What follows belongs to an exercise in optimizing a design on an open flow for small area, a short achievable clock period and few clock cycles per item; a production flow would make more cautious choices. Function was checked by simulation only, so behaviour that the tests miss may differ from the original. Power figures rest on the tool's default switching activity, not on a simulated workload.

==> flow/design.v <==
module gs_addr_calc (
    input  wire        f0,       
    input  wire        f1,       
    input  wire        f2,       
    input  wire [14:0] pg,
    input  wire [6:0]  x,
    input  wire [6:0]  y,
    input  wire        c,
    output wire [28:0] addr
);
    wire [28:0] a32 = {3'b000, pg, x[5], y[4], x[4], y[3], x[3], y[2], y[1], x[2], x[1], y[0], x[0]};
    wire [28:0] a8  = {1'b0, pg, x[6], y[5], x[5], y[4], x[4], y[3], y[2], c, x[1], y[0], x[0], x[3], y[1]};
    wire [28:0] a4  = {pg, y[6], x[6], y[5], x[5], y[4], y[3], y[2], c, x[1], y[0], x[0], x[4], x[3], y[1]};
    assign addr = ({29{f0}} & a32) | ({29{f1}} & a8) | ({29{f2}} & a4);
endmodule
module gs_swizzle_agu (
    input  wire        clk,
    input  wire        rst,
    input  wire        cmd_valid,
    output wire        cmd_ready,
    input  wire [1:0]  cmd_fmt,
    input  wire [13:0] cmd_dbp,
    input  wire [5:0]  cmd_dbw,
    input  wire [10:0] cmd_x0,
    input  wire [10:0] cmd_y0,
    input  wire [11:0] cmd_w,
    input  wire [11:0] cmd_h,
    output reg         out_valid,
    input  wire        out_ready,
    output wire [28:0] out_addr,
    output wire        out_last
);
    reg        rdy;         
    reg        setup;       
    reg        f0, f1, f2;  
    reg [5:0]  pw;          
    reg [11:0] w;
    reg [6:0]  x0l;         
    reg [6:0]  xl;          
    reg [6:0]  yl;          
    reg [11:0] cnt;         
    reg        re;          
    reg [11:0] rcnt;        
    reg        lr;          
    reg [14:0] pg;          
    reg [14:0] rb;          
    reg        xc;          
    reg [11:0] bo;          
    reg        sel;
    reg        s0;          
    reg        sl;          
    reg        cx;          
    assign cmd_ready = rdy;
    assign out_last  = re & lr;
    gs_addr_calc u_calc (
        .f0   (f0),
        .f1   (f1),
        .f2   (f2),
        .pg   (pg),
        .x    (xl),
        .y    (yl),
        .c    (cx),
        .addr (out_addr)
    );
    wire accept  = rdy & cmd_valid;
    wire advance = out_valid & out_ready;
    wire row_end = advance & re;
    wire xc_x0  = f0 ? (&x0l[5:0]) : (&x0l);
    wire xc_inc = ~xl[0] & (&xl[5:1]) & (f0 | xl[6]);
    wire yc_cur = (&yl[4:0]) & (f0 | (yl[5] & (f1 | yl[6])));
    wire yc_inc = ~yl[0] & (&yl[4:1]) & (f0 | (yl[5] & (f1 | yl[6])));
    wire [11:0] b      = bo & {12{sel}};
    wire [14:0] ag = rb & {3'd0, b};
    wire [14:0] ap = rb ^ {3'd0, b};
    wire [14:0] g1 = ag | (ap & {ag[13:0], 1'b0});
    wire [14:0] p1 = ap & {ap[13:0], 1'b0};
    wire [14:0] g2 = g1 | (p1 & {g1[12:0], 2'b0});
    wire [14:0] p2 = p1 & {p1[12:0], 2'b0};
    wire [14:0] g3 = g2 | (p2 & {g2[10:0], 4'b0});
    wire [14:0] p3 = p2 & {p2[10:0], 4'b0};
    wire [14:0] g4 = g3 | (p3 & {g3[6:0], 8'b0});
    wire [14:0] rb_sum = ap ^ {g4[13:0], 1'b0};
    wire [5:0] cmd_pw = (cmd_fmt == 2'd0) ? cmd_dbw : {1'b0, cmd_dbw[5:1]};
    wire       ne     = (cmd_w != 12'd0) && (cmd_h != 12'd0);
    wire       sy_nx = (xl[2:0] == 3'd1) ? cnt[0] :
                       (xl[2:0] == 3'd2) ? cnt[1] :
                       (xl[2:0] == 3'd3) ? cnt[2] :
                       (xl[2:0] == 3'd4) ? cnt[3] :
                       (xl[2:0] == 3'd5) ? cnt[4] : cnt[5];
    always @(posedge clk) begin
        if (rst) begin
            rdy       <= 1'b1;
            setup     <= 1'b0;
            out_valid <= 1'b0;
        end else if (accept) begin
            rdy   <= !ne;
            setup <= ne;
        end else if (setup) begin
            if (sl) begin
                setup     <= 1'b0;
                out_valid <= 1'b1;
            end
        end else if (row_end && lr) begin
            out_valid <= 1'b0;
            rdy       <= 1'b1;
        end
    end
    always @(posedge clk) begin
        if (rdy) begin
            f0  <= (cmd_fmt == 2'd0);
            f1  <= (cmd_fmt == 2'd1);
            f2  <= cmd_fmt[1];
            pw  <= cmd_pw;
            w   <= cmd_w;
            x0l <= cmd_x0[6:0];
        end
    end
    wire [6:0] xl_inc = xl + 7'd1;
    wire first = setup & sl;                  
    wire rs    = first | (re & ~setup);       
    always @(posedge clk) begin
        if (rdy | setup) begin
            s0 <= rdy;
            sl <= ~rdy & (xl[2:0] == 3'd6);
        end
        if (rdy | setup)
            bo <= rdy ? {7'd0, (cmd_fmt == 2'd0) ? cmd_x0[10:6] : {1'b0, cmd_x0[10:7]}} :
                  (s0 | sl) ? {6'd0, pw} : {bo[10:0], 1'b0};
        if (rdy | setup | row_end)
            sel <= rdy | (setup & ~sl ? sy_nx : setup ? yc_cur : yc_inc);
    end
    always @(posedge clk)
        if (rdy | setup | row_end) rb <= rdy ? {1'b0, cmd_dbp} : rb_sum;
    wire [14:0] pg_inc = pg + {14'd0, xc};
    always @(posedge clk)
        if (first | advance) pg <= (setup | re) ? rb_sum : pg_inc;
    always @(posedge clk)
        if (rdy | setup | advance) begin
            xl <= rdy ? ((cmd_fmt == 2'd0) ? 7'd121 : (cmd_fmt == 2'd1) ? 7'd122 : 7'd123) :
                  rs ? x0l : xl_inc;
            xc <= rs ? xc_x0 : xc_inc;
        end
    wire [6:0] yl_inc = yl + 7'd1;
    always @(posedge clk)
        if (rdy | row_end) yl <= rdy ? cmd_y0[6:0] : yl_inc;
    always @(posedge clk)
        if (setup | advance)
            cx <= rs ? (x0l[2] ^ (re & ~setup ? yl_inc[1] ^ yl_inc[2] : yl[1] ^ yl[2]))
                     : (xl_inc[2] ^ yl[1] ^ yl[2]);
    always @(posedge clk)
        if (rdy | first | advance) begin
            cnt <= rdy ? {6'd0, cmd_y0[10:5]} : rs ? w : cnt - 12'd1;
            re  <= rs ? (w == 12'd1) : (cnt == 12'd2);
        end
    always @(posedge clk)
        if (rdy | row_end) begin
            rcnt <= rdy ? cmd_h : rcnt - 12'd1;
            lr   <= rdy ? (cmd_h == 12'd1) : (rcnt == 12'd2);
        end
endmodule
clock: 6.0 ns
lec_check: 0
cap_margin: 20
core_margin: 2
core_utilization: 40
cts_buf_list: sky130_fd_sc_hd__clkbuf_4 sky130_fd_sc_hd__clkbuf_8
cts_cluster_size: 30
setup_slack_margin: 3.2
slew_margin: 20
standard.sh (not shown) runs the stock make flow with config.mk's settings and CLKGATE_MAP_FILE= SYNTH_SCRIPT=/design/flow/synth_recipe.tcl, a recipe that flattens the netlist after the stock synthesis.
==> flow/flow/run.sh <==
#!/bin/bash
export BUFFER_PORTS_ARGS="-buffer_cell sky130_fd_sc_hd__buf_1"
bash standard.sh > standard.log 2>&1
Testbench counts at the start, summed over its fixed seeds: cycles 223,093, items 220,800.
Edit:
--- a/flow/design.v
+++ b/flow/design.v
@@ -1,8 +1,11 @@
 module gs_addr_calc (
     input  wire        f0,       
     input  wire        f1,       
     input  wire        f2,       
+    input  wire        n0,       
+    input  wire        n1,       
+    input  wire        n2,
     input  wire [14:0] pg,
     input  wire [6:0]  x,
     input  wire [6:0]  y,
     input  wire        c,
@@ -10,9 +13,12 @@
 );
     wire [28:0] a32 = {3'b000, pg, x[5], y[4], x[4], y[3], x[3], y[2], y[1], x[2], x[1], y[0], x[0]};
     wire [28:0] a8  = {1'b0, pg, x[6], y[5], x[5], y[4], x[4], y[3], y[2], c, x[1], y[0], x[0], x[3], y[1]};
     wire [28:0] a4  = {pg, y[6], x[6], y[5], x[5], y[4], y[3], y[2], c, x[1], y[0], x[0], x[4], x[3], y[1]};
-    assign addr = ({29{f0}} & a32) | ({29{f1}} & a8) | ({29{f2}} & a4);
+    wire [28:0] s0 = {{15{~n0}}, {14{f0}}};
+    wire [28:0] s1 = {{15{~n1}}, {14{f1}}};
+    wire [28:0] s2 = {{15{~n2}}, {14{f2}}};
+    assign addr = (s0 & a32) | (s1 & a8) | (s2 & a4);
 endmodule
 module gs_swizzle_agu (
     input  wire        clk,
     input  wire        rst,
@@ -32,8 +38,9 @@
 );
     reg        rdy;         
     reg        setup;       
     reg        f0, f1, f2;  
+    reg        n0, n1, n2;  
     reg [5:0]  pw;          
     reg [11:0] w;
     reg [6:0]  x0l;         
     reg [6:0]  xl;          
@@ -55,8 +62,11 @@
     gs_addr_calc u_calc (
         .f0   (f0),
         .f1   (f1),
         .f2   (f2),
+        .n0   (n0),
+        .n1   (n1),
+        .n2   (n2),
         .pg   (pg),
         .x    (xl),
         .y    (yl),
         .c    (cx),
@@ -109,8 +119,11 @@
         if (rdy) begin
             f0  <= (cmd_fmt == 2'd0);
             f1  <= (cmd_fmt == 2'd1);
             f2  <= cmd_fmt[1];
+            n0  <= (cmd_fmt != 2'd0);
+            n1  <= (cmd_fmt != 2'd1);
+            n2  <= ~cmd_fmt[1];
             pw  <= cmd_pw;
             w   <= cmd_w;
             x0l <= cmd_x0[6:0];
         end
@@ -118,43 +131,43 @@
     wire [6:0] xl_inc = xl + 7'd1;
     wire first = setup & sl;                  
     wire rs    = first | (re & ~setup);       
     always @(posedge clk) begin
-        if (rdy | setup) begin
-            s0 <= rdy;
-            sl <= ~rdy & (xl[2:0] == 3'd6);
-        end
+        s0 <= rdy;
+        sl <= setup & (xl[2:0] == 3'd6);
         if (rdy | setup)
             bo <= rdy ? {7'd0, (cmd_fmt == 2'd0) ? cmd_x0[10:6] : {1'b0, cmd_x0[10:7]}} :
                   (s0 | sl) ? {6'd0, pw} : {bo[10:0], 1'b0};
         if (rdy | setup | row_end)
             sel <= rdy | (setup & ~sl ? sy_nx : setup ? yc_cur : yc_inc);
     end
     always @(posedge clk)
         if (rdy | setup | row_end) rb <= rdy ? {1'b0, cmd_dbp} : rb_sum;
-    wire [14:0] pg_inc = pg + {14'd0, xc};
+    wire ld = first | (advance & re);         
+    wire [14:0] pg_nx = pg + {14'd0, advance & xc};
     always @(posedge clk)
-        if (first | advance) pg <= (setup | re) ? rb_sum : pg_inc;
-    always @(posedge clk)
-        if (rdy | setup | advance) begin
-            xl <= rdy ? ((cmd_fmt == 2'd0) ? 7'd121 : (cmd_fmt == 2'd1) ? 7'd122 : 7'd123) :
-                  rs ? x0l : xl_inc;
+        pg <= ld ? rb_sum : pg_nx;
+    wire [6:0] xl_nx = xl + {6'd0, setup | advance};
+    always @(posedge clk) begin
+        xl <= rdy ? ((cmd_fmt == 2'd0) ? 7'd121 : (cmd_fmt == 2'd1) ? 7'd122 : 7'd123) :
+              ld ? x0l : xl_nx;
+        if (rdy | setup | advance)
             xc <= rs ? xc_x0 : xc_inc;
-        end
+    end
     wire [6:0] yl_inc = yl + 7'd1;
     always @(posedge clk)
-        if (rdy | row_end) yl <= rdy ? cmd_y0[6:0] : yl_inc;
+        yl <= rdy ? cmd_y0[6:0] : yl + {6'd0, advance & re};
     always @(posedge clk)
         if (setup | advance)
             cx <= rs ? (x0l[2] ^ (re & ~setup ? yl_inc[1] ^ yl_inc[2] : yl[1] ^ yl[2]))
                      : (xl_inc[2] ^ yl[1] ^ yl[2]);
-    always @(posedge clk)
-        if (rdy | first | advance) begin
-            cnt <= rdy ? {6'd0, cmd_y0[10:5]} : rs ? w : cnt - 12'd1;
-            re  <= rs ? (w == 12'd1) : (cnt == 12'd2);
-        end
-    always @(posedge clk)
-        if (rdy | row_end) begin
-            rcnt <= rdy ? cmd_h : rcnt - 12'd1;
-            lr   <= rdy ? (cmd_h == 12'd1) : (rcnt == 12'd2);
-        end
+    always @(posedge clk) begin
+        cnt <= rdy ? {6'd0, cmd_y0[10:5]} : ld ? w : cnt - {11'd0, advance};
+        if (rdy | first | advance)
+            re <= rs ? (w == 12'd1) : (cnt == 12'd2);
+    end
+    always @(posedge clk) begin
+        rcnt <= rdy ? cmd_h : rcnt - {11'd0, advance & re};
+        if (rdy | row_end)
+            lr <= rdy ? (cmd_h == 12'd1) : (rcnt == 12'd2);
+    end
 endmodule
Outcome: Worst setup slack improved by 0.059 ns; worst hold slack got worse by 0.053 ns; count of clock-buffer cells in the layout went down by 1; power went down by about a fifth; design area went down by a few percent; via count went down by a few percent; clock skew went down by 0.0048 ns; sequential power went down by a little under a tenth; utilization went up by 0.27 points.
Testbench counts after the change, summed over its fixed seeds: cycles 223,093, items 220,800.

[static timing again, ports no longer ideal]
No port has a modelled driver above. Below, the same layouts with a new extraction and two added sets of constraints. Step 1 assumes that a clkbuf_16 drives the clock port and a buf_2 every other input. Step 2 times the ports against the registers' clock, not the clock port: input delays grow and output delays shrink by t, the midpoint of the rising clock arrivals with the driver on. a / b / c = no drivers / after step 1 / after step 2; a / b = the first two.
| run | t, ns | slack for setup (ns) | cell pins on the clock port's net |
|---|---|---|---|
| the first run | 0.470 | 3.157 / 3.118 / 3.325 | 1 |
| the second run | 0.470 | 3.216 / 3.179 / 2.868 | 1 |
After both steps every run listed still meets setup and hold. For the second run, which loses most, drivers alone change the setup slack by -0.037 ns; drivers and shift together by -0.348 ns.
